Background: an optimization exercise with open tools, aiming at small area, a short achievable clock period and few clock cycles. Do not read the settings as production practice.
Where RTL was checked, it was by simulation tests only, not by an equivalence proof against the original.
Function not checked in run 1: the RTL went through the layout flow alone.
Power is estimated from default activity; no workload was simulated.

**design/flow/design.v**
```verilog
module ege_rqcc (
    input  wire         clk,
    input  wire         rst,           
    input  wire         req_valid,
    input  wire         req_agent,     
    input  wire [127:0] req_word,
    output wire         req_ready,
    output wire         rsp_valid,
    output wire [127:0] rsp_word,
    output wire         fault_valid,
    output wire [3:0]   fault_cause,
    output wire         fault_agent,
    output wire [127:0] fault_req
);
    localparam OP_PUSH       = 4'h0;
    localparam OP_POP        = 4'h1;
    localparam OP_ENC_BEGIN  = 4'h2;
    localparam OP_PUSH_CLEAR = 4'h3;
    localparam OP_PUSH_RECT  = 4'h4;
    localparam OP_ENC_SEAL   = 4'h5;
    localparam OP_ENC_SIZE   = 4'h6;
    localparam OP_DECODE     = 4'h7;
    localparam OP_DECODE_N   = 4'h8;
    localparam OP_FB_READ    = 4'h9;
    localparam F_ILLEGAL    = 4'd1;
    localparam F_BAD_UNIT   = 4'd2;
    localparam F_PORT       = 4'd3;
    localparam F_NOT_WRITE  = 4'd5;
    localparam F_OVERFLOW   = 4'd6;
    localparam F_BAD_LENGTH = 4'd7;
    localparam F_FB_INDEX   = 4'd8;
    localparam F_UNWRITTEN  = 4'd9;
    integer i, j;
    reg          ready_q;
    reg          rsp_valid_q;
    reg  [127:0] rsp_q;
    reg          fault_q;
    reg  [3:0]   cause_q;
    reg          fagent_q;
    reg  [127:0] freq_q;
    reg  [31:0]  q_slot [0:5];         
    reg  [1:0]   q_head [0:1];
    reg  [1:0]   q_cnt  [0:1];
    reg  [1023:0] mem;                 
    reg  [6:0]   cursor [0:1];
    reg  [6:0]   hw     [0:1];         
    reg  [3:0]   nrec   [0:1];         
    reg  [7:0]   rtype  [0:1];         
    reg  [1:0]   writable;
    reg  [1:0]   room_c;              
    reg  [1:0]   room_r;              
    reg  [104:0] fb [0:7];
    reg  [3:0]   fb_count;
    reg          e_busy;
    reg          e_full;              
    reg          e_hold;              
    reg          e_buf;
    reg  [6:0]   e_pos;
    reg  [6:0]   e_len;
    reg  [3:0]   e_n;                 
    reg  [3:0]   e_cnt;               
    reg  [6:0]   e_types;             
    reg          e_ph;                
    reg  [7:0]   k_op;                
    reg          k_exh, k_unw0, k_tr5, k_tr14, k_uw5, k_uw14;
    reg          r_wait;
    reg  [2:0]   r_idx;
    wire [3:0]   op     = req_word[3:0];
    wire [7:0]   unit   = req_word[15:8];
    wire [7:0]   layer  = req_word[23:16];
    wire [31:0]  val    = req_word[63:32];
    wire         ub     = unit[0];
    wire         accept = req_valid && ready_q;
    wire is_push   = (op == OP_PUSH);
    wire is_pop    = (op == OP_POP);
    wire is_begin  = (op == OP_ENC_BEGIN);
    wire is_rec    = (op == OP_PUSH_CLEAR) || (op == OP_PUSH_RECT);
    wire is_rect   = (op == OP_PUSH_RECT);
    wire is_seal   = (op == OP_ENC_SEAL);
    wire is_size   = (op == OP_ENC_SIZE);
    wire is_dec    = (op == OP_DECODE);
    wire is_decn   = (op == OP_DECODE_N);
    wire is_fbr    = (op == OP_FB_READ);
    wire         f_rsv  = (req_word[7:4] != 4'd0) || (req_word[31:24] != 8'd0);
    wire         f_lnz  = (layer != 8'd0);
    wire         f_vnz  = (val != 32'd0);
    wire         f_xnz  = (req_word[127:64] != 64'd0);
    reg          f_illegal;
    always @(*) begin
        case (op)
            OP_PUSH:       f_illegal = f_lnz | f_xnz;
            OP_POP,
            OP_ENC_BEGIN,
            OP_ENC_SEAL,
            OP_ENC_SIZE,
            OP_DECODE:     f_illegal = f_lnz | f_vnz | f_xnz;
            OP_PUSH_CLEAR,
            OP_DECODE_N:   f_illegal = f_lnz | f_xnz;
            OP_PUSH_RECT:  f_illegal = 1'b0;
            OP_FB_READ:    f_illegal = (unit != 8'd0) | f_lnz | f_xnz;
            default:       f_illegal = 1'b1;
        endcase
        f_illegal = f_illegal | f_rsv;
    end
    wire         f_unit = (op <= OP_DECODE_N) && (unit[7:1] != 7'd0);
    reg          f_port;
    always @(*) begin
        case (op)
            OP_PUSH:       f_port = (req_agent != ub);
            OP_POP:        f_port = (req_agent == ub);
            OP_ENC_BEGIN,
            OP_PUSH_CLEAR,
            OP_PUSH_RECT,
            OP_ENC_SEAL:   f_port = req_agent;
            OP_DECODE,
            OP_DECODE_N,
            OP_FB_READ:    f_port = !req_agent;
            default:       f_port = 1'b0;
        endcase
    end
    wire [6:0]   cur     = cursor[ub];
    wire [6:0]   rec_sz  = is_rect ? 7'd14 : 7'd5;
    wire [7:0]   cur_end = {1'b0, cur} + {1'b0, rec_sz};
    wire         f_nwr  = is_rec && !writable[ub];
    wire         f_ovf  = is_rec && !(is_rect ? room_r[ub] : room_c[ub]);
    wire         f_len  = is_decn && (val > 32'd64);
    wire         f_idx  = is_fbr && ((val[31:4] != 28'd0) || (val[3:0] >= fb_count));
    wire [3:0]   f_cause = f_illegal ? F_ILLEGAL    :
                           f_unit    ? F_BAD_UNIT   :
                           f_port    ? F_PORT       :
                           f_nwr     ? F_NOT_WRITE  :
                           f_ovf     ? F_OVERFLOW   :
                           f_len     ? F_BAD_LENGTH :
                           f_idx     ? F_FB_INDEX   : 4'd0;
    wire         f_any  = f_illegal | f_unit | f_port | f_nwr | f_ovf | f_len | f_idx;
    wire [1:0]   qh      = q_head[ub];
    wire [1:0]   qc      = q_cnt[ub];
    wire         q_full  = (qc == 2'd3);
    wire         q_empty = (qc == 2'd0);
    wire [1:0]   qh1     = (qh == 2'd2) ? 2'd0 : qh + 2'd1;
    wire [2:0]   q_wr_s  = (qh + qc >= 3'd3) ? qh + qc - 3'd3 : qh + qc;
    wire [31:0]  q_front = ub ? (qh == 2'd0 ? q_slot[3] : qh == 2'd1 ? q_slot[4] : q_slot[5])
                              : (qh == 2'd0 ? q_slot[0] : qh == 2'd1 ? q_slot[1] : q_slot[2]);
    wire [3:0]   nr      = nrec[ub];
    wire         dec_ff  = (nr > 4'd8);
    wire [3:0]   dec_n   = dec_ff ? 4'd8 : nr;
    wire         fbr_now = !e_busy || (e_full ? 1'b0 : (val[2:0] < e_n[2:0]));
    wire [2:0]   fb_ri   = r_wait ? r_idx : val[2:0];
    wire [104:0] fb_sel  = fb[fb_ri];
    wire         r_done  = r_wait && (!e_busy || (r_idx < e_n[2:0]));
    wire [127:0] recv = is_rect ? {16'd0, req_word[127:64], val, layer, 8'h01}
                                : {88'd0, val, 8'h00};
    wire [3:0]   c_lo = cur[3:0];
    wire [255:0] recv2 = {recv, recv} << (8 * c_lo);
    wire [127:0] lane_w = recv2[255:128];    
    reg  [15:0]  lane_on;                    
    reg  [3:0]   lane_row [0:15];            
    reg  [3:0]   kk;
    reg  [1:0]   rr;
    always @(*) begin
        for (i = 0; i < 16; i = i + 1) begin
            kk = i[3:0] - c_lo;
            lane_on[i] = ({3'd0, kk} < rec_sz);
            rr = cur[5:4] + ((i[3:0] < c_lo) ? 2'd1 : 2'd0);
            lane_row[i] = 4'b0001 << rr;
        end
    end
    wire wr_go = accept && is_rec;
    wire [111:0] win0   = ub ? mem[512 +: 112] : mem[0 +: 112];
    wire         w0_rect = win0[0];
    wire [104:0] w0_entry = w0_rect ? {1'b1, win0[15:8], win0[47:16], win0[111:48]}
                                    : {1'b0, 8'h00, win0[39:8], 64'd0};
    wire         dec_go  = accept && is_dec;
    wire         decn_go = accept && is_decn && !f_any;
    wire         s_act = e_busy && !fault_q && !dec_go && !decn_go;
    reg  [127:0] bank;                       
    reg  [1:0]   rd_row;
    always @(*) begin
        for (i = 0; i < 16; i = i + 1) begin
            rd_row = e_pos[5:4] + ((i[3:0] < e_pos[3:0]) ? 2'd1 : 2'd0);
            bank[8*i +: 8] = mem[8*{e_buf, rd_row, i[3:0]} +: 8];
        end
    end
    wire [255:0] bank2 = {bank, bank} >> (8 * e_pos[3:0]);
    wire [111:0] win   = bank2[111:0];       
    wire [7:0]   w_op    = win[7:0];
    wire [6:0]   e_hw    = hw[e_buf];
    wire         k_rect  = k_op[0];
    wire         t_exh   = k_exh;
    wire         t_unw0  = k_unw0;
    wire         t_bad   = (k_op[7:1] != 7'd0);
    wire         t_trunc = k_rect ? k_tr14 : k_tr5;
    wire         t_fbf   = e_n[3];
    wire         t_unw1  = k_rect ? k_uw14 : k_uw5;
    wire         t_stop  = t_exh | t_unw0 | t_bad | t_trunc | t_fbf | t_unw1;
    wire         t_fault = !t_exh && (t_unw0 || (!t_bad && !t_trunc && !t_fbf && t_unw1));
    wire [1:0]   t_reason = t_exh ? 2'd0 : t_bad ? 2'd2 : t_trunc ? 2'd1 : 2'd3;
    wire         c_rect  = e_full ? k_rect : e_types[0];
    wire [104:0] w_entry = c_rect ? {1'b1, win[15:8], win[47:16], win[111:48]}
                                  : {1'b0, 8'h00, win[39:8], 64'd0};
    wire [6:0]   c_end   = e_pos + (c_rect ? 7'd14 : 7'd5);
    wire         s_copy  = s_act && (!e_full || (e_ph && !t_stop));
    wire         s_last  = e_full ? (e_ph && t_stop) : (e_n + 4'd1 == e_cnt);
    wire         s_fault = s_act && e_full && e_ph && t_stop && t_fault;
    wire         s_answer = s_act && e_full && e_ph && t_stop && !t_fault;
    reg  [127:0] rsp_x;
    always @(*) begin
        rsp_x = 128'd0;
        rsp_x[0] = 1'b1;
        if (r_wait || is_fbr) begin
            rsp_x[8]      = fb_sel[104];
            rsp_x[23:16]  = fb_sel[103:96];
            rsp_x[63:32]  = fb_sel[95:64];
            rsp_x[127:64] = fb_sel[63:0];
        end else if (is_push)
            rsp_x[0] = !q_full;
        else if (is_pop) begin
            rsp_x[0] = !q_empty;
            rsp_x[63:32] = q_empty ? 32'd0 : q_front;
        end else if (is_rec)
            rsp_x[38:32] = cur_end[6:0];
        else if (is_seal || is_size)
            rsp_x[38:32] = cur;
        else if (is_dec) begin
            rsp_x[5:4]   = dec_ff ? 2'd3 : 2'd0;
            rsp_x[35:32] = dec_n;
        end
    end
    assign req_ready   = ready_q;
    assign rsp_valid   = rsp_valid_q;
    assign rsp_word    = rsp_q;
    assign fault_valid = fault_q;
    assign fault_cause = cause_q;
    assign fault_agent = fagent_q;
    assign fault_req   = freq_q;
    wire         acc_fault = accept && f_any;
    wire         fault_n   = fault_q || acc_fault || s_fault;
    wire         r_wait_n  = r_wait ? !r_done : (accept && is_fbr && !f_any && !fbr_now);
    wire         busy_n    = dec_go  ? (nr > 4'd1) :
                             decn_go ? 1'b1 :
                             s_act   ? !s_last : e_busy;
    wire         full_n    = dec_go ? 1'b0 : decn_go ? 1'b1 : e_full;
    wire         hold_n    = (dec_go || decn_go) ? 1'b0 :
                             (e_hold || (accept && is_begin && ub == e_buf));
    wire         ready_n   = !fault_n && !r_wait_n && !(busy_n && (full_n || hold_n));
    always @(posedge clk) begin
        for (j = 0; j < 128; j = j + 1)
            if (wr_go && (j / 64 == ub) && lane_on[j % 16] && lane_row[j % 16][(j / 16) % 4])
                mem[8*j +: 8] <= lane_w[8 * (j % 16) +: 8];
    end
    always @(posedge clk) begin
        if (accept && is_push && !q_full)
            q_slot[{1'b0, ub, 1'b0} + {1'b0, ub} + q_wr_s] <= val;
    end
    always @(posedge clk) begin
        if (dec_go)
            fb[0] <= w0_entry;
        else if (s_copy)
            fb[e_n[2:0]] <= w_entry;
    end
    always @(posedge clk) begin
        if (s_answer)
            rsp_q <= {92'd0, e_n, 26'd0, t_reason, 4'b0001};
        else
            rsp_q <= rsp_x;
    end
    always @(posedge clk) begin
        if (rst) begin
            ready_q     <= 1'b1;
            rsp_valid_q <= 1'b0;
            fault_q     <= 1'b0;
            cause_q     <= 4'd0;
            fagent_q    <= 1'b0;
            freq_q      <= 128'd0;
            q_head[0]   <= 2'd0;
            q_head[1]   <= 2'd0;
            q_cnt[0]    <= 2'd0;
            q_cnt[1]    <= 2'd0;
            cursor[0]   <= 7'd0;
            cursor[1]   <= 7'd0;
            hw[0]       <= 7'd0;
            hw[1]       <= 7'd0;
            nrec[0]     <= 4'd0;
            nrec[1]     <= 4'd0;
            writable    <= 2'b00;
            room_c      <= 2'b11;
            room_r      <= 2'b11;
            fb_count    <= 4'd0;
            e_busy      <= 1'b0;
            e_full      <= 1'b0;
            e_hold      <= 1'b0;
            r_wait      <= 1'b0;
        end else begin
            ready_q     <= ready_n;
            rsp_valid_q <= (accept && !f_any && !is_decn && !(is_fbr && !fbr_now)) ||
                           r_done || s_answer;
            e_busy      <= busy_n;
            e_full      <= full_n;
            e_hold      <= hold_n;
            r_wait      <= r_wait_n;
            if (!fault_q) begin
                if (acc_fault) begin
                    fault_q  <= 1'b1;
                    cause_q  <= f_cause;
                    fagent_q <= req_agent;
                    freq_q   <= req_word;
                end else if (s_fault) begin
                    fault_q  <= 1'b1;
                    cause_q  <= F_UNWRITTEN;
                    fagent_q <= 1'b1;
                    freq_q   <= {64'd0, 25'd0, e_len, 16'd0, 7'd0, e_buf, 4'd0, OP_DECODE_N};
                end
            end
            if (accept) begin
                if (is_push && !q_full)
                    q_cnt[ub] <= qc + 2'd1;
                if (is_pop && !q_empty) begin
                    q_cnt[ub]  <= qc - 2'd1;
                    q_head[ub] <= qh1;
                end
                if (is_begin) begin
                    cursor[ub]   <= 7'd0;
                    writable[ub] <= 1'b1;
                    room_c[ub]   <= 1'b1;
                    room_r[ub]   <= 1'b1;
                    nrec[ub]     <= 4'd0;
                    rtype[ub]    <= 8'd0;
                end
                if (is_rec) begin
                    cursor[ub] <= cur_end[6:0];
                    room_c[ub] <= (cur_end <= 8'd59);
                    room_r[ub] <= (cur_end <= 8'd50);
                    if (cur_end[6:0] > hw[ub])
                        hw[ub] <= cur_end[6:0];
                    nrec[ub]   <= nr + 4'd1;
                    if (!nr[3])
                        rtype[ub][nr[2:0]] <= is_rect;
                end
                if (is_seal)
                    writable[ub] <= 1'b0;
                if (is_fbr)
                    r_idx <= val[2:0];
            end
            if (dec_go) begin
                fb_count <= dec_n;
                e_buf    <= ub;
                e_pos    <= w0_rect ? 7'd14 : 7'd5;
                e_n      <= 4'd1;
                e_cnt    <= dec_n;
                e_types  <= rtype[ub][7:1];
            end else if (decn_go) begin
                e_buf    <= ub;
                e_pos    <= 7'd0;
                e_len    <= val[6:0];
                e_n      <= 4'd0;
                e_ph     <= 1'b0;
            end else if (s_act) begin
                e_ph     <= !e_ph;
                k_op     <= w_op;
                k_exh    <= (e_pos >= e_len);
                k_unw0   <= (e_pos >= e_hw);
                k_tr5    <= ({1'b0, e_pos} + 8'd5  > {1'b0, e_len});
                k_tr14   <= ({1'b0, e_pos} + 8'd14 > {1'b0, e_len});
                k_uw5    <= ({1'b0, e_pos} + 8'd5  > {1'b0, e_hw});
                k_uw14   <= ({1'b0, e_pos} + 8'd14 > {1'b0, e_hw});
                if (s_copy) begin
                    e_pos    <= c_end;
                    e_n      <= e_n + 4'd1;
                    e_types  <= e_types >> 1;
                end
                if (s_answer)
                    fb_count <= e_n;
            end
        end
    end
endmodule
```
**design/flow/run.sh**
```bash
#!/bin/bash
# synth_recipe.tcl (not shown) runs the flow's synth.tcl, then flattens the netlist and writes it again
# the make line also repeats each setting of config.mk as NAME=value (left out here)
make -C /OpenROAD-flow-scripts/flow DESIGN_CONFIG=/design/flow/config.mk WORK_HOME=/design/flow/orfs CLKGATE_MAP_FILE= SYNTH_SCRIPT=/design/flow/synth_recipe.tcl finish
```
**design/flow/config.mk**
```make
export PLATFORM = sky130hd
export DESIGN_NAME = ege_rqcc
export DESIGN_NICKNAME = ege_rqcc
export VERILOG_FILES = /design/flow/design.v
export SDC_FILE = /design/flow/constraint.sdc
export NUM_CORES = 4
export LEC_CHECK = 0
export CAP_MARGIN = 20
export CORE_MARGIN = 2
export CORE_UTILIZATION = 60
export SETUP_SLACK_MARGIN = 5
export SLEW_MARGIN = 20
```
**design/flow/constraint.sdc**
```tcl
create_clock -name core_clock -period 10.0 [get_ports {clk}]
set_input_delay 2.0000 -clock core_clock [delete_from_list [all_inputs] [get_ports {clk}]]
set_output_delay 2.0000 -clock core_clock [all_outputs]
set_load 0.01 [all_outputs]
```
==> summary.txt, run 1 <==
Global route
  – Global route overflow: 0
  – Pin count of the biggest net entering global routing: about 140
  – First-pass GRT wire length: between 500000 and 600000 µm
  – Gr usage total: 0.4013
  – Vias in the first global route: about 70000
  – Initial antenna violation count: 18

Timing
  – Fin crit share: 0.5137
  – Max-slew violations: 0
  – RSZ-0062 raised after global routing: yes
  – Fmax: a little under 200 MHz
  – Final min period: ~5.1 ns
  – Least-Margin Pin Slew: 1.200 ns
  – Final setup violation count: 0
  – Clock Skews: ~0.043 ns
  – Final hold vios: 0
  – Sum of negative setup slack: 0 ns
  – Slew headroom: 0.1770

Cells and area
  – Post-layout util: 0.7084
  – Share of cells above drive strength 1: 0.2063
  – Final layout net count: 8254
  – Area growth from synthesis to layout: 17.40%
  – Filler cells: between 10000 and 15000

Route
  – Initial DRC Count: ~11000
  – Drt first pass iters: 6
  – Antenna-violating nets left: 0
  – DRC errors left: 0
  – Via count: 74010
  – Total wire length: about 380000 µm
  – Vias/cell: between 6 and 7
  – Wire per inst: 35.66 µm

Yosys
  – Dominant cell type by area after synthesis: edfxtp_1
  – Area contributors post-synth: edfxtp_1, mux4_2, mux2i_1
  – Number of synthesized flops with an enable pin: roughly 2200
  – Top FF cell, synth: edfxtp_1
  – Synthesized area per cell: approximately 15 µm²
  – Total of warnings raised by yosys: 2
  – Cell variety after synth: 85
  – Synthesized flop and latch total: about 2400
  – Synth top cells by count: edfxtp_1, mux2i_1, nor2_1
  – Top-count cell post-synth: edfxtp_1
  – Post-synth top area share: 0.5883
  – Fraction of registers with async set/reset: 0
  – Post-Synthesis Cells: 7519
  – Post-synthesis cell area: 110400 µm²
  – Sequential element share of the synthesized area: 0.6353

Clock tree
  – CTS tree: yes
  – H-Tree Level Count: 4
  – Root buffer cell: clkbuf_16
  – CTS Hold Bufs: 0
  – CTS Buf Count: about 230
  – CTS sink count: around 2400
  – Clk buf depth: 3
  – Worst-path clk slew: 0.06 ns
  – Clock latency at the later pin of the worst-skew pair: 0.89 ns

Worst setup path
  – Crit Path Category: flip-flop to flip-flop
  – Most common cell on crit path: mux4_2
  – Worst path bufs/invs: 3
  – Slowest stage delay, CP: 0.53 ns
  – CP endpoint kind: flip-flop
  – Max FO, Critical Path: 35
  – Worst Path Required: around 11 ns
  – Cell family with most CP delay: compound AO/OA/AOI/OAI gates
  – Crit path DAT: 5.64 ns
  – Crit-path slowest cell: mux4_2
  – Critical path cell sequence: buf_8 -> inv_12 -> ha_2 -> a21oi_4 -> ha_4 -> xor2_4 -> buf_12 -> mux4_2 -> nor2_1 -> a221o_1 -> mux2i_1 -> mux4_2 -> a21oi_2 -> o221ai_2
  – Setup crit start kind: flip-flop

Die
  – Initial Utilization: 0.6034
  – Die Wd: around 430 µm
  – DIE HEIGHT: approximately 430 µm
  – Core footprint: approximately 180000 µm²
  – Row cnt: approximately 160
  – IO Pins: 396
  – Die area: 187400 µm²

Min path
  – HP Class: flip-flop to flip-flop

Power
  – Final Power: approximately 22 mW
  – Cell area power density: between 150 and 200 nW/µm²
  – P_leak: approximately 45 nW
  – Worst vdd ir: around 0.00017 V

Placement
  – Half-perimeter wire length after placement: 256200 µm
  – Buffers on Ports: 375
  – Global placer's final weighted congestion: 1.046

Run
  – # Max-Cap Violations: 0

Run status
  – Outcome: finished clean
==> layer usage <==
metal / up-vias / global-route usage / routed length, µm / share of wire
li1: 30580 / - / - / -
met5: - / 0 / 64 / 0.00017
met2: 4932 / 0.5889 / 166300 / 0.44
met3: 1016 / 0.1266 / 49060 / 0.13
met1: 37470 / 0.5385 / 138900 / 0.37
met4: 10 / 0.2133 / 25200 / 0.066
==> sequential cells by signal, summed over array words and instances (netlist names), 2 cells and up, named ones only <==
register,count
fb,840
r_idx,3
cause_q,4
k_op,8
e_n,4
e_types,7
fb_count,4
rtype,14
freq_q,128
hw,14
nrec,8
room_c,2
e_cnt,4
cursor,14
e_pos,7
e_len,7
rsp_q,108
q_cnt,4
room_r,2
q_head,4
mem,1024
q_slot,192
==> power by group <==
part           internal (mW)  switching (mW)  leakage [nW]
clock network           4.90            3.77          3.65
registers               11.1          0.0411          21.9
logic                  0.651            1.31          19.1
==> final timing paths <==
check,startpoint,endpoint,slack [ns],depth (start not counted)
max,e_pos[1],fb[5][79],4.86,14
min,freq_q[8],freq_q[8],0.48,2
max reg2reg,e_pos[1],fb[5][79],4.86,14
min reg2reg,freq_q[8],freq_q[8],0.48,2
==> per-stage QoR <==
stage                     hold WS [ns]  cell area, µm²  cells  worst slack, ns
after floorplan                 0.4365          110600   7538            2.368
after global placement          0.4498          117400  10050            2.286
after detailed placement        0.4590          117400  10050            2.181
after CTS                       0.4784          128200  10590            4.865
after global routing            0.5032          129500  10640            4.904
final                           0.4842          129600  10640            4.863
==> worst min-delay path, delay by kind of cell, from the launching register on <==
kind	cells	cell delay (ns)
buffers and inverters	1	0.05
AOI/OAI and AO/OA	1	0.05
DFF	1	0.33
==> cell usage in the layout, fill, tap and decap left out, types with 65 or more instances in the layout <==
cell type	synthesis	final
a21oi_1	311	282
a221o_1	82	81
a32o_1	119	119
buf_4	32	266
clkbuf_1	382	71
clkbuf_16	0	240
clkdlybuf4s50_1	0	358
dfxtp_1	259	259
edfxtp_1	2162	2162
ha_1	141	126
mux2_2	67	65
mux2i_1	729	682
mux4_2	467	467
nand2_1	588	574
nand3_1	92	91
nor2_1	659	594
o21ai_0	184	144
o22ai_1	179	122
==> final cells by class <==
| cell class | instances | area [µm²] | share of cell area |
|---|---|---|---|
| Antenna cell | 7 | 17.52 | 0.0001352 |
| Clock buffer | 320 | 6351 | 0.04902 |
| Clock inverter | 110 | 1130 | 0.008721 |
| Inverter | 76 | 329.1 | 0.002540 |
| Multi-Input combinational cell | 4505 | 40750 | 0.3145 |
| Sequential cell | 2421 | 70110 | 0.5411 |
| Tap cell | 2464 | 3083 | 0.02380 |
| Timing Repair Buffer | 739 | 7791 | 0.06014 |
==> what timing repair did <==
action                                   CTS  global route
pin swaps                                 40            21
buffers inserted                          83            37
endpoints found under the hold margin      0             0
endpoints found under the setup margin  4216          2272
gates cloned                              24             5
resized for setup                        400           172
==> kinds of logic after synthesis <==
family	Yosys count	synth area share
mux	1265	0.1685
compound gates	1269	0.07923
buf+inv	622	0.02355
fa+ha+maj	147	0.01707
simple gates	1708	0.06787
other cells	1	0.00003398
flops	2421	0.6353
xor+xnor	86	0.008526
==> run 2, diff against run 1 <==
--- a/design/flow/design.v
+++ b/design/flow/design.v
@@ -39,9 +39,17 @@
     reg          fagent_q;
     reg  [127:0] freq_q;
+    reg          pf_q;
+    reg  [3:0]   pcause_q;
+    reg          pagent_q;
+    reg  [127:0] lreq_q;               
     reg  [31:0]  q_slot [0:5];         
-    reg  [1:0]   q_head [0:1];
-    reg  [1:0]   q_cnt  [0:1];
+    reg  [2:0]   q_rd   [0:1];
+    reg  [2:0]   q_wr   [0:1];
+    reg  [1:0]   q_fl;                 
+    reg  [1:0]   q_em;                 
     reg  [1023:0] mem;                 
     reg  [6:0]   cursor [0:1];
+    reg  [15:0]  c_hot  [0:1];         
+    reg  [3:0]   r_hot  [0:1];         
     reg  [6:0]   hw     [0:1];         
     reg  [3:0]   nrec   [0:1];         
@@ -86,21 +94,10 @@
     wire         f_vnz  = (val != 32'd0);
     wire         f_xnz  = (req_word[127:64] != 64'd0);
-    reg          f_illegal;
-    always @(*) begin
-        case (op)
-            OP_PUSH:       f_illegal = f_lnz | f_xnz;
-            OP_POP,
-            OP_ENC_BEGIN,
-            OP_ENC_SEAL,
-            OP_ENC_SIZE,
-            OP_DECODE:     f_illegal = f_lnz | f_vnz | f_xnz;
-            OP_PUSH_CLEAR,
-            OP_DECODE_N:   f_illegal = f_lnz | f_xnz;
-            OP_PUSH_RECT:  f_illegal = 1'b0;
-            OP_FB_READ:    f_illegal = (unit != 8'd0) | f_lnz | f_xnz;
-            default:       f_illegal = 1'b1;
-        endcase
-        f_illegal = f_illegal | f_rsv;
-    end
+    wire         f_opbad = (op > OP_FB_READ);
+    wire         f_v0    = is_pop || is_begin || is_seal || is_size || is_dec;
+    wire         f_illegal = f_rsv || f_opbad ||
+                             (!is_rect && (f_lnz || f_xnz)) ||
+                             (f_v0 && f_vnz) ||
+                             (is_fbr && (unit != 8'd0));
     wire         f_unit = (op <= OP_DECODE_N) && (unit[7:1] != 7'd0);
     reg          f_port;
@@ -134,12 +131,12 @@
                            f_idx     ? F_FB_INDEX   : 4'd0;
     wire         f_any  = f_illegal | f_unit | f_port | f_nwr | f_ovf | f_len | f_idx;
-    wire [1:0]   qh      = q_head[ub];
-    wire [1:0]   qc      = q_cnt[ub];
-    wire         q_full  = (qc == 2'd3);
-    wire         q_empty = (qc == 2'd0);
-    wire [1:0]   qh1     = (qh == 2'd2) ? 2'd0 : qh + 2'd1;
-    wire [2:0]   q_wr_s  = (qh + qc >= 3'd3) ? qh + qc - 3'd3 : qh + qc;
-    wire [31:0]  q_front = ub ? (qh == 2'd0 ? q_slot[3] : qh == 2'd1 ? q_slot[4] : q_slot[5])
-                              : (qh == 2'd0 ? q_slot[0] : qh == 2'd1 ? q_slot[1] : q_slot[2]);
+    wire [2:0]   qr      = q_rd[ub];
+    wire [2:0]   qw      = q_wr[ub];
+    wire         q_full  = q_fl[ub];
+    wire         q_empty = q_em[ub];
+    wire [2:0]   qr1     = {qr[1:0], qr[2]};
+    wire [2:0]   qw1     = {qw[1:0], qw[2]};
+    wire [31:0]  q_front = ub ? (({32{qr[0]}} & q_slot[3]) | ({32{qr[1]}} & q_slot[4]) | ({32{qr[2]}} & q_slot[5]))
+                              : (({32{qr[0]}} & q_slot[0]) | ({32{qr[1]}} & q_slot[1]) | ({32{qr[2]}} & q_slot[2]));
     wire [3:0]   nr      = nrec[ub];
     wire         dec_ff  = (nr > 4'd8);
@@ -154,14 +151,24 @@
     wire [255:0] recv2 = {recv, recv} << (8 * c_lo);
     wire [127:0] lane_w = recv2[255:128];    
+    wire [15:0]  ch = c_hot[ub];
+    wire [3:0]   rh = r_hot[ub];
     reg  [15:0]  lane_on;                    
     reg  [3:0]   lane_row [0:15];            
-    reg  [3:0]   kk;
-    reg  [1:0]   rr;
+    reg          on5, on14, wrap;
+    integer      li, lj;
     always @(*) begin
-        for (i = 0; i < 16; i = i + 1) begin
-            kk = i[3:0] - c_lo;
-            lane_on[i] = ({3'd0, kk} < rec_sz);
-            rr = cur[5:4] + ((i[3:0] < c_lo) ? 2'd1 : 2'd0);
-            lane_row[i] = 4'b0001 << rr;
+        for (li = 0; li < 16; li = li + 1) begin
+            on5 = 1'b0;
+            on14 = 1'b0;
+            for (lj = 0; lj < 14; lj = lj + 1) begin
+                if (lj < 5)
+                    on5 = on5 | ch[(li - lj + 16) % 16];
+                on14 = on14 | ch[(li - lj + 16) % 16];
+            end
+            lane_on[li] = is_rect ? on14 : on5;
+            wrap = 1'b0;                     
+            for (lj = li + 1; lj < 16; lj = lj + 1)
+                wrap = wrap | ch[lj];
+            lane_row[li] = wrap ? {rh[2:0], rh[3]} : rh;
         end
     end
@@ -172,5 +179,5 @@
                                     : {1'b0, 8'h00, win0[39:8], 64'd0};
     wire         dec_go  = accept && is_dec;
-    wire         decn_go = accept && is_decn && !f_any;
+    wire         decn_go = accept && is_decn;    
     wire         s_act = e_busy && !fault_q && !dec_go && !decn_go;
     reg  [127:0] bank;                       
@@ -185,5 +192,5 @@
     wire [111:0] win   = bank2[111:0];       
     wire [7:0]   w_op    = win[7:0];
-    wire [6:0]   e_hw    = hw[e_buf];
+    wire [6:0]   e_hw    = (cursor[e_buf] > hw[e_buf]) ? cursor[e_buf] : hw[e_buf];
     wire         k_rect  = k_op[0];
     wire         t_exh   = k_exh;
@@ -204,27 +211,24 @@
     wire         s_fault = s_act && e_full && e_ph && t_stop && t_fault;
     wire         s_answer = s_act && e_full && e_ph && t_stop && !t_fault;
-    reg  [127:0] rsp_x;
-    always @(*) begin
-        rsp_x = 128'd0;
-        rsp_x[0] = 1'b1;
-        if (r_wait || is_fbr) begin
-            rsp_x[8]      = fb_sel[104];
-            rsp_x[23:16]  = fb_sel[103:96];
-            rsp_x[63:32]  = fb_sel[95:64];
-            rsp_x[127:64] = fb_sel[63:0];
-        end else if (is_push)
-            rsp_x[0] = !q_full;
-        else if (is_pop) begin
-            rsp_x[0] = !q_empty;
-            rsp_x[63:32] = q_empty ? 32'd0 : q_front;
-        end else if (is_rec)
-            rsp_x[38:32] = cur_end[6:0];
-        else if (is_seal || is_size)
-            rsp_x[38:32] = cur;
-        else if (is_dec) begin
-            rsp_x[5:4]   = dec_ff ? 2'd3 : 2'd0;
-            rsp_x[35:32] = dec_n;
-        end
-    end
+    wire         x_fb  = r_wait || is_fbr;
+    wire         x_pop = !r_wait && is_pop && !q_empty;
+    wire         x_rec = !r_wait && is_rec;
+    wire         x_cur = !r_wait && (is_seal || is_size);
+    wire         x_dec = !r_wait && is_dec;
+    wire [127:0] rsp_x;
+    assign rsp_x[0]      = r_wait || !((is_push && q_full) || (is_pop && q_empty));
+    assign rsp_x[3:1]    = 3'd0;
+    assign rsp_x[5:4]    = {2{x_dec && dec_ff}};
+    assign rsp_x[7:6]    = 2'd0;
+    assign rsp_x[8]      = x_fb && fb_sel[104];
+    assign rsp_x[15:9]   = 7'd0;
+    assign rsp_x[23:16]  = {8{x_fb}} & fb_sel[103:96];
+    assign rsp_x[31:24]  = 8'd0;
+    assign rsp_x[63:32]  = ({32{x_fb}}  & fb_sel[95:64]) |
+                           ({32{x_pop}} & q_front) |
+                           ({32{x_rec}} & {25'd0, cur_end[6:0]}) |
+                           ({32{x_cur}} & {25'd0, cur}) |
+                           ({32{x_dec}} & {28'd0, dec_n});
+    assign rsp_x[127:64] = {64{x_fb}} & fb_sel[63:0];
     assign req_ready   = ready_q;
     assign rsp_valid   = rsp_valid_q;
@@ -235,10 +239,10 @@
     assign fault_req   = freq_q;
     wire         acc_fault = accept && f_any;
-    wire         fault_n   = fault_q || acc_fault || s_fault;
+    wire         fault_n   = fault_q || acc_fault || pf_q || s_fault;
     wire         r_wait_n  = r_wait ? !r_done : (accept && is_fbr && !f_any && !fbr_now);
     wire         busy_n    = dec_go  ? (nr > 4'd1) :
                              decn_go ? 1'b1 :
                              s_act   ? !s_last : e_busy;
-    wire         full_n    = dec_go ? 1'b0 : decn_go ? 1'b1 : e_full;
+    wire         full_n    = dec_go ? 1'b0 : decn_go ? 1'b1 : (s_act && s_last) ? 1'b0 : e_full;
     wire         hold_n    = (dec_go || decn_go) ? 1'b0 :
                              (e_hold || (accept && is_begin && ub == e_buf));
@@ -250,12 +254,14 @@
     end
     always @(posedge clk) begin
-        if (accept && is_push && !q_full)
-            q_slot[{1'b0, ub, 1'b0} + {1'b0, ub} + q_wr_s] <= val;
+        for (j = 0; j < 6; j = j + 1)
+            if (accept && is_push && !q_full && (j / 3 == ub) && qw[j % 3])
+                q_slot[j] <= val;
     end
     always @(posedge clk) begin
-        if (dec_go)
-            fb[0] <= w0_entry;
-        else if (s_copy)
-            fb[e_n[2:0]] <= w_entry;
+        if (dec_go || (s_copy && e_n[2:0] == 3'd0))
+            fb[0] <= e_full ? w_entry : w0_entry;
+        for (j = 1; j < 8; j = j + 1)
+            if (s_copy && e_n[2:0] == j)
+                fb[j] <= w_entry;
     end
     always @(posedge clk) begin
@@ -268,4 +274,5 @@
         if (rst) begin
             ready_q     <= 1'b1;
+            pf_q        <= 1'b0;
             rsp_valid_q <= 1'b0;
             fault_q     <= 1'b0;
@@ -273,8 +280,14 @@
             fagent_q    <= 1'b0;
             freq_q      <= 128'd0;
-            q_head[0]   <= 2'd0;
-            q_head[1]   <= 2'd0;
-            q_cnt[0]    <= 2'd0;
-            q_cnt[1]    <= 2'd0;
+            q_rd[0]     <= 3'b001;
+            q_rd[1]     <= 3'b001;
+            q_wr[0]     <= 3'b001;
+            q_wr[1]     <= 3'b001;
+            q_fl        <= 2'b00;
+            q_em        <= 2'b11;
+            c_hot[0]    <= 16'd1;
+            c_hot[1]    <= 16'd1;
+            r_hot[0]    <= 4'd1;
+            r_hot[1]    <= 4'd1;
             cursor[0]   <= 7'd0;
             cursor[1]   <= 7'd0;
@@ -299,10 +312,11 @@
             e_hold      <= hold_n;
             r_wait      <= r_wait_n;
+            pf_q <= acc_fault;
             if (!fault_q) begin
-                if (acc_fault) begin
+                if (pf_q) begin
                     fault_q  <= 1'b1;
-                    cause_q  <= f_cause;
-                    fagent_q <= req_agent;
-                    freq_q   <= req_word;
+                    cause_q  <= pcause_q;
+                    fagent_q <= pagent_q;
+                    freq_q   <= lreq_q;
                 end else if (s_fault) begin
                     fault_q  <= 1'b1;
@@ -313,15 +327,26 @@
             end
             if (accept) begin
-                if (is_push && !q_full)
-                    q_cnt[ub] <= qc + 2'd1;
+                lreq_q   <= req_word;
+                pcause_q <= f_cause;
+                pagent_q <= req_agent;
+                if (is_push && !q_full) begin
+                    q_wr[ub] <= qw1;
+                    q_em[ub] <= 1'b0;
+                    q_fl[ub] <= (qw1 == qr);
+                end
                 if (is_pop && !q_empty) begin
-                    q_cnt[ub]  <= qc - 2'd1;
-                    q_head[ub] <= qh1;
+                    q_rd[ub] <= qr1;
+                    q_fl[ub] <= 1'b0;
+                    q_em[ub] <= (qr1 == qw);
                 end
                 if (is_begin) begin
                     cursor[ub]   <= 7'd0;
+                    if (cur > hw[ub])
+                        hw[ub]   <= cur;
                     writable[ub] <= 1'b1;
                     room_c[ub]   <= 1'b1;
                     room_r[ub]   <= 1'b1;
+                    c_hot[ub]    <= 16'd1;
+                    r_hot[ub]    <= 4'd1;
                     nrec[ub]     <= 4'd0;
                     rtype[ub]    <= 8'd0;
@@ -330,7 +355,7 @@
                     cursor[ub] <= cur_end[6:0];
                     room_c[ub] <= (cur_end <= 8'd59);
+                    c_hot[ub]  <= 16'd1 << cur_end[3:0];
+                    r_hot[ub]  <= 4'd1 << cur_end[5:4];
                     room_r[ub] <= (cur_end <= 8'd50);
-                    if (cur_end[6:0] > hw[ub])
-                        hw[ub] <= cur_end[6:0];
                     nrec[ub]   <= nr + 4'd1;
                     if (!nr[3])
==> run 2 against run 1 <==
Effect of this change: register-to-register slack improved by 0.03 ns; global-route usage increased by 4.1 points; sequential share of layout area rose by 1.3 points; synthesized area increased by 6.8%; utilization shrank 0.89 points; critical path depth fell by 8; clock power increased by 19%; die area rose by 6.8%; largest cell class unchanged; sequential power is 8% higher; highest routed layer unchanged; via count grew 18%.
==> summary.txt, run 2 <==
Yosys
  – Synth top cells by count: edfxtp_1, nor2_1, nand2_1
  – Synthesized flop and latch total: approximately 2600
  – Post-Synthesis Cells: 9213
  – Top-count cell post-synth: edfxtp_1
  – Number of synthesized flops with an enable pin: between 2000 and 2500
  – Dominant cell type by area after synthesis: edfxtp_1
  – Fraction of registers with async set/reset: 0
  – Cell variety after synth: 78
  – Sequential element share of the synthesized area: 0.6406
  – Post-synthesis cell area: 117900 µm²
  – Area contributors post-synth: edfxtp_1, mux2i_1, dfxtp_1
  – Synthesized area per cell: around 13 µm²
  – Total of warnings raised by yosys: 4
  – Top FF cell, synth: edfxtp_1
  – Post-synth top area share: 0.5958

Timing
  – Final hold vios: 0
  – Max-slew violations: 0
  – RSZ-0062 raised after global routing: yes
  – Worst hold slack: about 0.47 ns
  – Slew headroom: 0.1130
  – Final setup violation count: 0
  – Final min period: 5.184 ns
  – Fin crit share: 0.5184
  – Clock Skews: between 0.07 and 0.08 ns
  – Final setup margin: 4.816 ns
  – Least-Margin Pin Slew: about 1.3 ns
  – Sum of negative setup slack: 0 ns
  – Fmax: 192.9 MHz

Global route
  – Initial antenna violation count: 37
  – Global route overflow: 0
  – Pin count of the biggest net entering global routing: ~140
  – Vias in the first global route: 80980
  – First-pass GRT wire length: roughly 620000 µm
  – Gr usage total: 0.4427

Worst setup path
  – Crit-path slowest cell: mux2i_1
  – Worst Path Required: roughly 11 ns
  – Setup crit start kind: primary input
  – Max FO, Critical Path: slightly below 90
  – CP endpoint kind: flip-flop
  – Slowest stage delay, CP: roughly 0.93 ns
  – Worst path bufs/invs: 4
  – Cell family with most CP delay: buffers and inverters
  – Crit path DAT: between 5 and 6 ns
  – Most common cell on crit path: buf_4
  – Critical path cell sequence: buf_12 -> buf_4 -> buf_4 -> buf_6 -> mux2i_1 -> o22ai_1
  – Crit Path Category: primary input to flip-flop

Clock tree
  – CTS tree: yes
  – Clock latency at the later pin of the worst-skew pair: between 0.9 and 1 ns
  – H-Tree Level Count: 5
  – CTS Buf Count: 283
  – Clk buf depth: 4
  – CTS sink count: roughly 2600
  – Root buffer cell: clkbuf_16
  – Worst-path clk slew: around 0.06 ns

Cells and area
  – Top reg by flops: mem
  – Share of cells above drive strength 1: 0.1478
  – Most frequent cells in the layout: edfxtp_1, nand2_1, nor2_1
  – Area growth from synthesis to layout: 15.70%
  – Top Registers: mem x1024, fb x840, q_slot x192
  – Filler cells: ~13000
  – Post-layout util: 0.6995
  – Final layout net count: approximately 10000
  – Max reg flops: just over 1000
  – Most common cell after layout, fill and taps aside: edfxtp_1

Route
  – Via count: a little under 90000
  – DRC errors left: 0
  – Drt first pass iters: 10
  – Total wire length: 449200 µm
  – Vias/cell: 7.092
  – Antenna-violating nets left: 0
  – Wire per inst: between 30 and 40 µm
  – Initial DRC Count: 15460

Placement
  – Half-perimeter wire length after placement: approximately 310000 µm
  – Worst slack, placed: between 2 and 3 ns
  – Buffers on Ports: approximately 380
  – Global placer's final weighted congestion: approximately 1.0

Die
  – Row cnt: ~160
  – Die area: 200100 µm²
  – Die Wd: 447.3 µm
  – IO Pins: 396
  – Initial Utilization: 0.6046
  – Core footprint: approximately 190000 µm²
  – DIE HEIGHT: between 400 and 500 µm

Power
  – P_leak: approximately 47 nW
  – Cell area power density: ~180 nW/µm²
  – Worst vdd ir: about 0.00022 V

Run status
  – Outcome: finished clean

Min path
  – HP Class: flip-flop to flip-flop

Run
  – # Max-Cap Violations: 0
==> run 2: cell count changes after synthesis, sizes merged, moves of 127 or more <==
| cell | change |
|---|---|
| nor2 | +393 |
| nand3 | +225 |
| edfxtp | +177 |
| a22oi | +165 |
| nor3 | +127 |
| nand2 | +455 |
| mux4 | -264 |
==> run 2: logic make-up (layout without fill, tap and decap cells) <==
kind of cell | count (synthesis) | after routing | synth area share
other | 1 | 34 | 0.00003181
muxes | 976 | 976 | 0.1054
DFF | 2603 | 2603 | 0.6406
and+or+nand+nor | 2992 | 3000 | 0.1094
buffers and inverters | 726 | 1180 | 0.02482
adders and majority gates | 104 | 104 | 0.01116
AOI/OAI and AO/OA | 1761 | 1762 | 0.1037
xor gates and xnor gates | 50 | 55 | 0.004892
==> run 2: final cells by class <==
cell class / instances / area [µm²] / area share
Timing Repair Buffer: 642 / 6085 / 0.04461
Clock buffer: 364 / 7642 / 0.05603
Antenna cell: 14 / 35.03 / 0.0002568
Clock inverter: 125 / 1275 / 0.009347
Tap cell: 2624 / 3283 / 0.02407
Inverter: 49 / 239.0 / 0.001752
Multi-Input combinational cell: 5917 / 42320 / 0.3103
Sequential cell: 2603 / 75520 / 0.5537
==> run 2: per-layer routing <==
metal / track usage / routed length [µm] / up-vias
met5: 0.001954 / 467 / -
met4: 0.2679 / 32410 / 34
met3: 0.1682 / 68140 / 1338
met2: 0.6296 / 191500 / 6867
met1: 0.5772 / 156700 / 43330
li1: - / - / 35940
==> run 2: worst paths after layout <==
check                    from           to  slack, ns  depth (start not counted)
hold / removal    fb_count[3]  fb_count[3]       0.47                          2
hold reg to reg   fb_count[3]  fb_count[3]       0.47                          2
setup / recovery  req_word[8]    fb[0][22]       4.82                          6
setup reg to reg     e_pos[2]    fb[1][73]       4.89                         14
==> run 2: metrics by stage <==
| step | power [mW] | instances | cell area [µm²] |
|---|---|---|---|
| after floorplan | 13.45 | 9232 | 118300 |
| after global placement | 14.42 | 11790 | 124800 |
| after detailed placement | 14.46 | 11800 | 124800 |
| after CTS | 24.56 | 12310 | 135400 |
| after global routing | 25.16 | 12330 | 136400 |
| final | 24.71 | 12340 | 136400 |
==> run 2: where the power goes <==
part / internal [mW] / switching [mW] / leakage (nW)
Clock: 6.03 / 4.23 / 4.36
Sequential: 12.0 / 0.0563 / 23.7
Combinational: 0.679 / 1.67 / 18.6
==> run 2: worst register-to-register path: stages, from the launching register on <==
cell	delay [ns]
edfxtp_1	0.37
buf_12	0.29
clkinv_4	0.25
buf_6	0.28
a21oi_2	0.33
ha_2	0.37
xnor2_4	0.16
buf_12	0.18
mux2i_1	0.10
a22o_1	0.29
o32ai_2	0.57
mux2i_1	0.24
mux2i_2	0.68
a22oi_1	0.40
o21ai_2	0.33
==> run 2: what timing repair did <==
item / 4_1_cts / 5_1_grt
hold buffers: 0 / 0
setup buffers: 16 / 7
gates cloned: 14 / 0
gates resized for setup: 344 / 177
pin swaps: 14 / 8
endpoints found under the setup margin: 3597 / 1734
Testbench counts of run 2, summed over its fixed seeds: cycles 8,638.
==> run 3, diff against run 2 <==
--- a/design/flow/design.v
+++ b/design/flow/design.v
@@ -38,5 +38,4 @@
     reg  [3:0]   cause_q;
     reg          fagent_q;
-    reg  [127:0] freq_q;
     reg          pf_q;
     reg  [3:0]   pcause_q;
@@ -58,20 +57,16 @@
     reg  [1:0]   room_c;              
     reg  [1:0]   room_r;              
-    reg  [104:0] fb [0:7];
+    reg  [511:0] snap;                
+    reg  [7:0]   fb_rect;             
+    reg  [5:0]   fb_pos [1:7];
     reg  [3:0]   fb_count;
     reg          e_busy;
-    reg          e_full;              
-    reg          e_hold;              
     reg          e_buf;
     reg  [6:0]   e_pos;
     reg  [6:0]   e_len;
     reg  [3:0]   e_n;                 
-    reg  [3:0]   e_cnt;               
-    reg  [6:0]   e_types;             
-    reg          e_ph;                
+    reg          e_ph;
     reg  [7:0]   k_op;                
     reg          k_exh, k_unw0, k_tr5, k_tr14, k_uw5, k_uw14;
-    reg          r_wait;
-    reg  [2:0]   r_idx;
     wire [3:0]   op     = req_word[3:0];
     wire [7:0]   unit   = req_word[15:8];
@@ -142,8 +137,14 @@
     wire         dec_ff  = (nr > 4'd8);
     wire [3:0]   dec_n   = dec_ff ? 4'd8 : nr;
-    wire         fbr_now = !e_busy || (e_full ? 1'b0 : (val[2:0] < e_n[2:0]));
-    wire [2:0]   fb_ri   = r_wait ? r_idx : val[2:0];
-    wire [104:0] fb_sel  = fb[fb_ri];
-    wire         r_done  = r_wait && (!e_busy || (r_idx < e_n[2:0]));
+    wire [7:0]   rt      = rtype[ub];
+    reg  [5:0]   dpos [1:7];
+    reg  [7:0]   pc8;
+    always @(*) begin
+        pc8 = 8'd0;
+        for (i = 1; i < 8; i = i + 1) begin
+            pc8 = pc8 + {7'd0, rt[i - 1]};
+            dpos[i] = 6'd5 * i[5:0] + 6'd9 * pc8[5:0];    
+        end
+    end
     wire [127:0] recv = is_rect ? {16'd0, req_word[127:64], val, layer, 8'h01}
                                 : {88'd0, val, 8'h00};
@@ -174,22 +175,28 @@
     end
     wire wr_go = accept && is_rec;
-    wire [111:0] win0   = ub ? mem[512 +: 112] : mem[0 +: 112];
-    wire         w0_rect = win0[0];
-    wire [104:0] w0_entry = w0_rect ? {1'b1, win0[15:8], win0[47:16], win0[111:48]}
-                                    : {1'b0, 8'h00, win0[39:8], 64'd0};
     wire         dec_go  = accept && is_dec;
     wire         decn_go = accept && is_decn;    
-    wire         s_act = e_busy && !fault_q && !dec_go && !decn_go;
-    reg  [127:0] bank;                       
+    wire         cp_go   = dec_go || decn_go;
+    wire [2:0]   fi      = val[2:0];
+    reg  [5:0]   fpos;
+    always @(*) begin
+        fpos = 6'd0;
+        for (i = 1; i < 8; i = i + 1)
+            if (fi == i)
+                fpos = fb_pos[i];
+    end
+    wire         frect   = fb_rect[fi];
+    wire [5:0]   wp      = e_busy ? e_pos[5:0] : fpos;    
+    reg  [127:0] sbank;                      
     reg  [1:0]   rd_row;
     always @(*) begin
         for (i = 0; i < 16; i = i + 1) begin
-            rd_row = e_pos[5:4] + ((i[3:0] < e_pos[3:0]) ? 2'd1 : 2'd0);
-            bank[8*i +: 8] = mem[8*{e_buf, rd_row, i[3:0]} +: 8];
+            rd_row = wp[5:4] + ((i[3:0] < wp[3:0]) ? 2'd1 : 2'd0);
+            sbank[8*i +: 8] = snap[8*{rd_row, i[3:0]} +: 8];
         end
     end
-    wire [255:0] bank2 = {bank, bank} >> (8 * e_pos[3:0]);
-    wire [111:0] win   = bank2[111:0];       
-    wire [7:0]   w_op    = win[7:0];
+    wire [255:0] sbank2 = {sbank, sbank} >> (8 * wp[3:0]);
+    wire [111:0] win    = sbank2[111:0];     
+    wire         s_act = e_busy && !fault_q;
     wire [6:0]   e_hw    = (cursor[e_buf] > hw[e_buf]) ? cursor[e_buf] : hw[e_buf];
     wire         k_rect  = k_op[0];
@@ -203,32 +210,29 @@
     wire         t_fault = !t_exh && (t_unw0 || (!t_bad && !t_trunc && !t_fbf && t_unw1));
     wire [1:0]   t_reason = t_exh ? 2'd0 : t_bad ? 2'd2 : t_trunc ? 2'd1 : 2'd3;
-    wire         c_rect  = e_full ? k_rect : e_types[0];
-    wire [104:0] w_entry = c_rect ? {1'b1, win[15:8], win[47:16], win[111:48]}
-                                  : {1'b0, 8'h00, win[39:8], 64'd0};
-    wire [6:0]   c_end   = e_pos + (c_rect ? 7'd14 : 7'd5);
-    wire         s_copy  = s_act && (!e_full || (e_ph && !t_stop));
-    wire         s_last  = e_full ? (e_ph && t_stop) : (e_n + 4'd1 == e_cnt);
-    wire         s_fault = s_act && e_full && e_ph && t_stop && t_fault;
-    wire         s_answer = s_act && e_full && e_ph && t_stop && !t_fault;
-    wire         x_fb  = r_wait || is_fbr;
-    wire         x_pop = !r_wait && is_pop && !q_empty;
-    wire         x_rec = !r_wait && is_rec;
-    wire         x_cur = !r_wait && (is_seal || is_size);
-    wire         x_dec = !r_wait && is_dec;
+    wire         s_take   = s_act && e_ph && !t_stop;
+    wire         s_last   = e_ph && t_stop;
+    wire         s_fault  = s_act && e_ph && t_stop && t_fault;
+    wire         s_answer = s_act && e_ph && t_stop && !t_fault;
+    wire         x_fb  = is_fbr;
+    wire         x_pop = is_pop && !q_empty;
+    wire         x_rec = is_rec;
+    wire         x_cur = is_seal || is_size;
+    wire         x_dec = is_dec;
     wire [127:0] rsp_x;
-    assign rsp_x[0]      = r_wait || !((is_push && q_full) || (is_pop && q_empty));
+    assign rsp_x[0]      = !((is_push && q_full) || (is_pop && q_empty));
     assign rsp_x[3:1]    = 3'd0;
     assign rsp_x[5:4]    = {2{x_dec && dec_ff}};
     assign rsp_x[7:6]    = 2'd0;
-    assign rsp_x[8]      = x_fb && fb_sel[104];
+    assign rsp_x[8]      = x_fb && frect;
     assign rsp_x[15:9]   = 7'd0;
-    assign rsp_x[23:16]  = {8{x_fb}} & fb_sel[103:96];
+    assign rsp_x[23:16]  = {8{x_fb && frect}} & win[15:8];
     assign rsp_x[31:24]  = 8'd0;
-    assign rsp_x[63:32]  = ({32{x_fb}}  & fb_sel[95:64]) |
+    assign rsp_x[63:32]  = ({32{x_fb && frect}}  & win[47:16]) |
+                           ({32{x_fb && !frect}} & win[39:8]) |
                            ({32{x_pop}} & q_front) |
                            ({32{x_rec}} & {25'd0, cur_end[6:0]}) |
                            ({32{x_cur}} & {25'd0, cur}) |
                            ({32{x_dec}} & {28'd0, dec_n});
-    assign rsp_x[127:64] = {64{x_fb}} & fb_sel[63:0];
+    assign rsp_x[127:64] = {64{x_fb && frect}} & win[111:48];
     assign req_ready   = ready_q;
     assign rsp_valid   = rsp_valid_q;
@@ -237,15 +241,9 @@
     assign fault_cause = cause_q;
     assign fault_agent = fagent_q;
-    assign fault_req   = freq_q;
+    assign fault_req   = {128{fault_q}} & lreq_q;    
     wire         acc_fault = accept && f_any;
     wire         fault_n   = fault_q || acc_fault || pf_q || s_fault;
-    wire         r_wait_n  = r_wait ? !r_done : (accept && is_fbr && !f_any && !fbr_now);
-    wire         busy_n    = dec_go  ? (nr > 4'd1) :
-                             decn_go ? 1'b1 :
-                             s_act   ? !s_last : e_busy;
-    wire         full_n    = dec_go ? 1'b0 : decn_go ? 1'b1 : (s_act && s_last) ? 1'b0 : e_full;
-    wire         hold_n    = (dec_go || decn_go) ? 1'b0 :
-                             (e_hold || (accept && is_begin && ub == e_buf));
-    wire         ready_n   = !fault_n && !r_wait_n && !(busy_n && (full_n || hold_n));
+    wire         busy_n    = decn_go ? 1'b1 : (s_act && s_last) ? 1'b0 : e_busy;
+    wire         ready_n   = !fault_n && !busy_n;
     always @(posedge clk) begin
         for (j = 0; j < 128; j = j + 1)
@@ -259,9 +257,17 @@
     end
     always @(posedge clk) begin
-        if (dec_go || (s_copy && e_n[2:0] == 3'd0))
-            fb[0] <= e_full ? w_entry : w0_entry;
-        for (j = 1; j < 8; j = j + 1)
-            if (s_copy && e_n[2:0] == j)
-                fb[j] <= w_entry;
+        if (cp_go)
+            snap <= ub ? mem[1023:512] : mem[511:0];
+        if (dec_go) begin
+            fb_rect <= rt;
+            for (j = 1; j < 8; j = j + 1)
+                fb_pos[j] <= dpos[j];
+        end
+        if (s_take) begin
+            fb_rect[e_n[2:0]] <= k_rect;
+            for (j = 1; j < 8; j = j + 1)
+                if (e_n[2:0] == j)
+                    fb_pos[j] <= e_pos[5:0];
+        end
     end
     always @(posedge clk) begin
@@ -279,5 +285,4 @@
             cause_q     <= 4'd0;
             fagent_q    <= 1'b0;
-            freq_q      <= 128'd0;
             q_rd[0]     <= 3'b001;
             q_rd[1]     <= 3'b001;
@@ -301,15 +306,8 @@
             fb_count    <= 4'd0;
             e_busy      <= 1'b0;
-            e_full      <= 1'b0;
-            e_hold      <= 1'b0;
-            r_wait      <= 1'b0;
         end else begin
             ready_q     <= ready_n;
-            rsp_valid_q <= (accept && !f_any && !is_decn && !(is_fbr && !fbr_now)) ||
-                           r_done || s_answer;
+            rsp_valid_q <= (accept && !f_any && !is_decn) || s_answer;
             e_busy      <= busy_n;
-            e_full      <= full_n;
-            e_hold      <= hold_n;
-            r_wait      <= r_wait_n;
             pf_q <= acc_fault;
             if (!fault_q) begin
@@ -318,10 +316,8 @@
                     cause_q  <= pcause_q;
                     fagent_q <= pagent_q;
-                    freq_q   <= lreq_q;
                 end else if (s_fault) begin
                     fault_q  <= 1'b1;
                     cause_q  <= F_UNWRITTEN;
                     fagent_q <= 1'b1;
-                    freq_q   <= {64'd0, 25'd0, e_len, 16'd0, 7'd0, e_buf, 4'd0, OP_DECODE_N};
                 end
             end
@@ -364,15 +360,8 @@
                 if (is_seal)
                     writable[ub] <= 1'b0;
-                if (is_fbr)
-                    r_idx <= val[2:0];
             end
-            if (dec_go) begin
+            if (dec_go)
                 fb_count <= dec_n;
-                e_buf    <= ub;
-                e_pos    <= w0_rect ? 7'd14 : 7'd5;
-                e_n      <= 4'd1;
-                e_cnt    <= dec_n;
-                e_types  <= rtype[ub][7:1];
-            end else if (decn_go) begin
+            if (decn_go) begin
                 e_buf    <= ub;
                 e_pos    <= 7'd0;
@@ -382,5 +371,5 @@
             end else if (s_act) begin
                 e_ph     <= !e_ph;
-                k_op     <= w_op;
+                k_op     <= win[7:0];
                 k_exh    <= (e_pos >= e_len);
                 k_unw0   <= (e_pos >= e_hw);
@@ -389,8 +378,7 @@
                 k_uw5    <= ({1'b0, e_pos} + 8'd5  > {1'b0, e_hw});
                 k_uw14   <= ({1'b0, e_pos} + 8'd14 > {1'b0, e_hw});
-                if (s_copy) begin
-                    e_pos    <= c_end;
+                if (s_take) begin
+                    e_pos    <= e_pos + (k_rect ? 7'd14 : 7'd5);
                     e_n      <= e_n + 4'd1;
-                    e_types  <= e_types >> 1;
                 end
                 if (s_answer)
==> design/flow/flow/run.sh (new file) <==
#!/bin/bash
set -euo pipefail
bash standard.sh "BUFFER_PORTS_ARGS=-buffer_cell sky130_fd_sc_hd__buf_2" finish > standard.log 2>&1
==> design/flow/standard.sh (new file) <==
#!/bin/bash
# synth_recipe.tcl (not shown) runs the flow's synth.tcl, then flattens the netlist and writes it again
# the make line also repeats each setting of config.mk as NAME=value (left out here)
make -C /OpenROAD-flow-scripts/flow DESIGN_CONFIG=/design/flow/config.mk WORK_HOME=/design/flow/orfs CLKGATE_MAP_FILE= SYNTH_SCRIPT=/design/flow/synth_recipe.tcl "${@:-finish}"
--- a/design/flow/config.mk
+++ b/design/flow/config.mk
@@ -9,4 +9,5 @@
 export CORE_MARGIN = 2
 export CORE_UTILIZATION = 60
+export CTS_BUF_LIST = sky130_fd_sc_hd__clkbuf_4 sky130_fd_sc_hd__clkbuf_8
 export SETUP_SLACK_MARGIN = 5
 export SLEW_MARGIN = 20
removed: design/flow/run.sh
==> run 3 against run 2 <==
Effect of this change: final cell count down 17%; utilization up 1.1 points; critical path type unchanged; still clean on timing, DRC and antenna; setup slack worse by 0.38 ns; clock skew up 0.011 ns; count of clock-buffer cells in the layout up 144.
==> summary.txt, run 3 <==
Timing
  – Slew headroom: 0.1718
  – Clock Skews: between 0.08 and 0.09 ns
  – Fmax: between 150 and 200 MHz
  – Final min period: ~5.6 ns
  – RSZ-0062 raised after global routing: yes
  – Final setup violation count: 0
  – Worst hold slack: ~0.46 ns
  – Max-slew violations: 0
  – Fin crit share: 0.5568
  – Least-Margin Pin Slew: 1.234 ns
  – Final hold vios: 0

Worst setup path
  – Crit Path Category: primary input to flip-flop
  – Worst path bufs/invs: 3
  – Max FO, Critical Path: 5
  – Most common cell on crit path: xnor2_1
  – Setup crit start kind: primary input
  – Cell family with most CP delay: adder cells
  – Worst Path Required: between 10 and 15 ns
  – Crit path DAT: 6.52 ns
  – Critical path cell sequence: buf_16 -> mux2i_4 -> fa_2 -> inv_2 -> ha_4 -> fa_2 -> ha_4 -> xor2_4 -> buf_6 -> xor2_4 -> nand3_2 -> xnor2_2 -> ha_1 -> ha_4 -> nand2_2 -> nor2_2 -> xnor2_1 -> xnor2_1 -> xnor2_1 -> xnor2_1 -> o21ai_1 -> mux2_4
  – Crit-path slowest cell: fa_2
  – CP endpoint kind: flip-flop
  – Slowest stage delay, CP: 0.61 ns

Route
  – Antenna-violating nets left: 0
  – Drt first pass iters: 10
  – Total wire length: around 340000 µm
  – Via count: around 67000
  – Initial DRC Count: 9574
  – Wire per inst: 33.44 µm
  – DRC errors left: 0
  – Vias/cell: 6.535

Clock tree
  – Clock latency at the later pin of the worst-skew pair: 1.08 ns
  – Root buffer cell: clkbuf_8
  – H-Tree Level Count: 5
  – CTS tree: yes
  – CTS Buf Count: between 300 and 400
  – CTS sink count: approximately 2200
  – Clk buf depth: 4
  – Worst-path clk slew: around 0.070 ns

Die
  – Die Wd: between 400 and 500 µm
  – Row cnt: 148
  – Core footprint: 163000 µm²
  – Initial Utilization: 0.6047
  – DIE HEIGHT: a little over 400 µm
  – IO Pins: just under 400
  – Die area: roughly 170000 µm²

Yosys
  – Cell variety after synth: 100
  – Synthesized area per cell: ~14 µm²
  – Synthesized flop and latch total: between 2000 and 2500
  – Dominant cell type by area after synthesis: edfxtp_1
  – Post-synthesis cell area: between 90000 and 100000 µm²
  – Sequential element share of the synthesized area: 0.6464
  – Area contributors post-synth: edfxtp_1, mux2_2, mux2i_1
  – Post-synth top area share: 0.6092
  – Synth top cells by count: edfxtp_1, mux2i_1, nor2_1
  – Total of warnings raised by yosys: 5
  – Top-count cell post-synth: edfxtp_1
  – Top FF cell, synth: edfxtp_1
  – Fraction of registers with async set/reset: 0
  – Post-Synthesis Cells: about 7100
  – Number of synthesized flops with an enable pin: around 2000

Run
  – # Max-Cap Violations: 0

Power
  – Worst vdd ir: between 0.00015 and 0.0002 V
  – Final Power: between 20 and 25 mW
  – P_leak: about 42 nW
  – Cell area power density: roughly 210 nW/µm²

Run status
  – Outcome: finished clean

Cells and area
  – Most frequent cells in the layout: edfxtp_1, nor2_1, mux2_2
  – Max reg flops: slightly above 1000
  – Area growth from synthesis to layout: 17.54%
  – Post-layout util: 0.7107
  – Top Registers: mem x1024, snap x512, q_slot x192
  – Most common cell after layout, fill and taps aside: edfxtp_1
  – Share of cells above drive strength 1: 0.3275
  – Top reg by flops: mem
  – Final layout net count: 8061

Placement
  – Half-perimeter wire length after placement: 239100 µm
  – Global placer's final weighted congestion: 0.9960
  – Buffers on Ports: 375

Global route
  – Pin count of the biggest net entering global routing: 171
  – Vias in the first global route: roughly 63000
  – Initial antenna violation count: 33
  – Gr usage total: 0.3994
  – First-pass GRT wire length: between 400000 and 500000 µm
  – Global route overflow: 0

Min path
  – HP Class: flip-flop to flip-flop
==> run 3: changes by cell type in the layout (fill, tap and decap cells not counted), moves of 132 or more <==
cell             before   now
mux4_2              203    37
nand3_1             302    72
nor2_1              952   589
nand2_1            1030   444
clkbuf_16           288     3
buf_2                 0   371
a22oi_1             210    57
clkbuf_8             17   378
edfxtp_1           2339  1999
clkdlybuf4s50_1     369     0
mux2_2               94   585
clkbuf_4              0   132
==> run 3: cell type report <==
cell class              instances  area (µm²)
diodes                         10       25.02
clock buffers                 508        6172
repair buffers                740        5662
flip-flops and latches       2182       63700
clock inverters               117       589.3
repair inverters                1       5.005
inverters                      75       327.8
multi-input cells            4425       36620
well taps                    2175        2721
fillers                     11040       47140
==> run 3: worst paths after layout <==
kind | start | to | slack [ns] | cells after the start
max | req_word[8] | fb_pos[7][5] | 4.43 | 22
min | fb_pos[1][5] | fb_pos[1][5] | 0.46 | 2
max reg2reg | flip-flop | k_uw5 | 5.25 | 18
min reg2reg | fb_pos[1][5] | fb_pos[1][5] | 0.46 | 2
==> run 3: through the flow <==
stage,instance area (µm²),TNS [ns],worst slack [ns],cells
after global routing,115800,0,4.328,10230
after global placement,103300,0,2.021,9386
after detailed placement,103400,0,1.903,9390
final,115800,0,4.432,10230
after CTS,113100,0,4.474,10140
after floorplan,99730,-728.61,-1.423,7123
==> run 3: cells by family (layout without fill, tap and decap cells) <==
logic type,after synthesis,after routing,synth area share
DFF,2182,2182,0.6464
and+or+nand+nor,1808,1808,0.08495
muxes,1408,1410,0.1565
AOI/OAI and AO/OA,989,989,0.06537
buffers and inverters,518,1441,0.02324
adders and majority gates,141,141,0.01844
xor gates and xnor gates,57,57,0.005066
other,1,30,0.00003806
==> run 3: report_power, final <==
group	switching (mW)	internal, mW
registers	0.119	10.2
clock network	3.50	4.03
logic	3.67	2.35
total	7.29	16.6
==> run 3: worst min-delay path, delay by kind of cell (launching register included) <==
kind             cells  cell delay (ns)
AND/OR/NAND/NOR      1             0.05
flip-flops           1             0.31
AO/OA/AOI/OAI        1             0.06
==> run 3: layer usage <==
metal | vias up | wire length [µm] | GRT usage | part of all wire
met5 | - | 157 | 0 | 0.00046
li1 | 28320 | - | - | -
met1 | 33490 | 127400 | 0.5444 | 0.37
met4 | 12 | 22160 | 0.2234 | 0.065
met3 | 820 | 44250 | 0.1137 | 0.13
met2 | 4223 | 148200 | 0.5794 | 0.43
==> run 3: repair_timing <==
action	4_1_cts	5_1_grt
endpoints found under the setup margin	2287	1539
pin swaps	61	90
gates cloned	6	5
hold buffers	0	0
gates resized for setup	357	424
setup buffers	120	75
Testbench counts of run 3, summed over its fixed seeds: cycles 8,638.

static timing again, ports no longer ideal:
How much do the figures lean on ideal ports? The routed layouts below were timed once more, with nothing changed but the port constraints.
Step 1: set_driving_cell puts a clkbuf_16 on clk and a buf_2 on each other input, an assumption about the parent block.
Step 2 also shifts input and output timing later by t, the mid clock arrival at the registers, as if the neighbouring blocks saw the same clock.
Three values: ideal ports, drivers, drivers and shift; two values: the first two.
run | t (ns) | setup WS [ns] | worst register clock-pin slew, ns
run 1 | 0.971 | 4.863 / 4.807 / 3.836 | 0.07 / 0.07
run 2 | 1.037 | 4.816 / 4.840 / 3.803 | 0.07 / 0.07
run 3 | 1.133 | 4.432 / 4.313 / 3.180 | 0.07 / 0.07
After both steps every run listed still meets setup and hold. The setup slack of run 3, which loses most, moves by -0.119 ns with the drivers and by -1.252 ns with both steps.
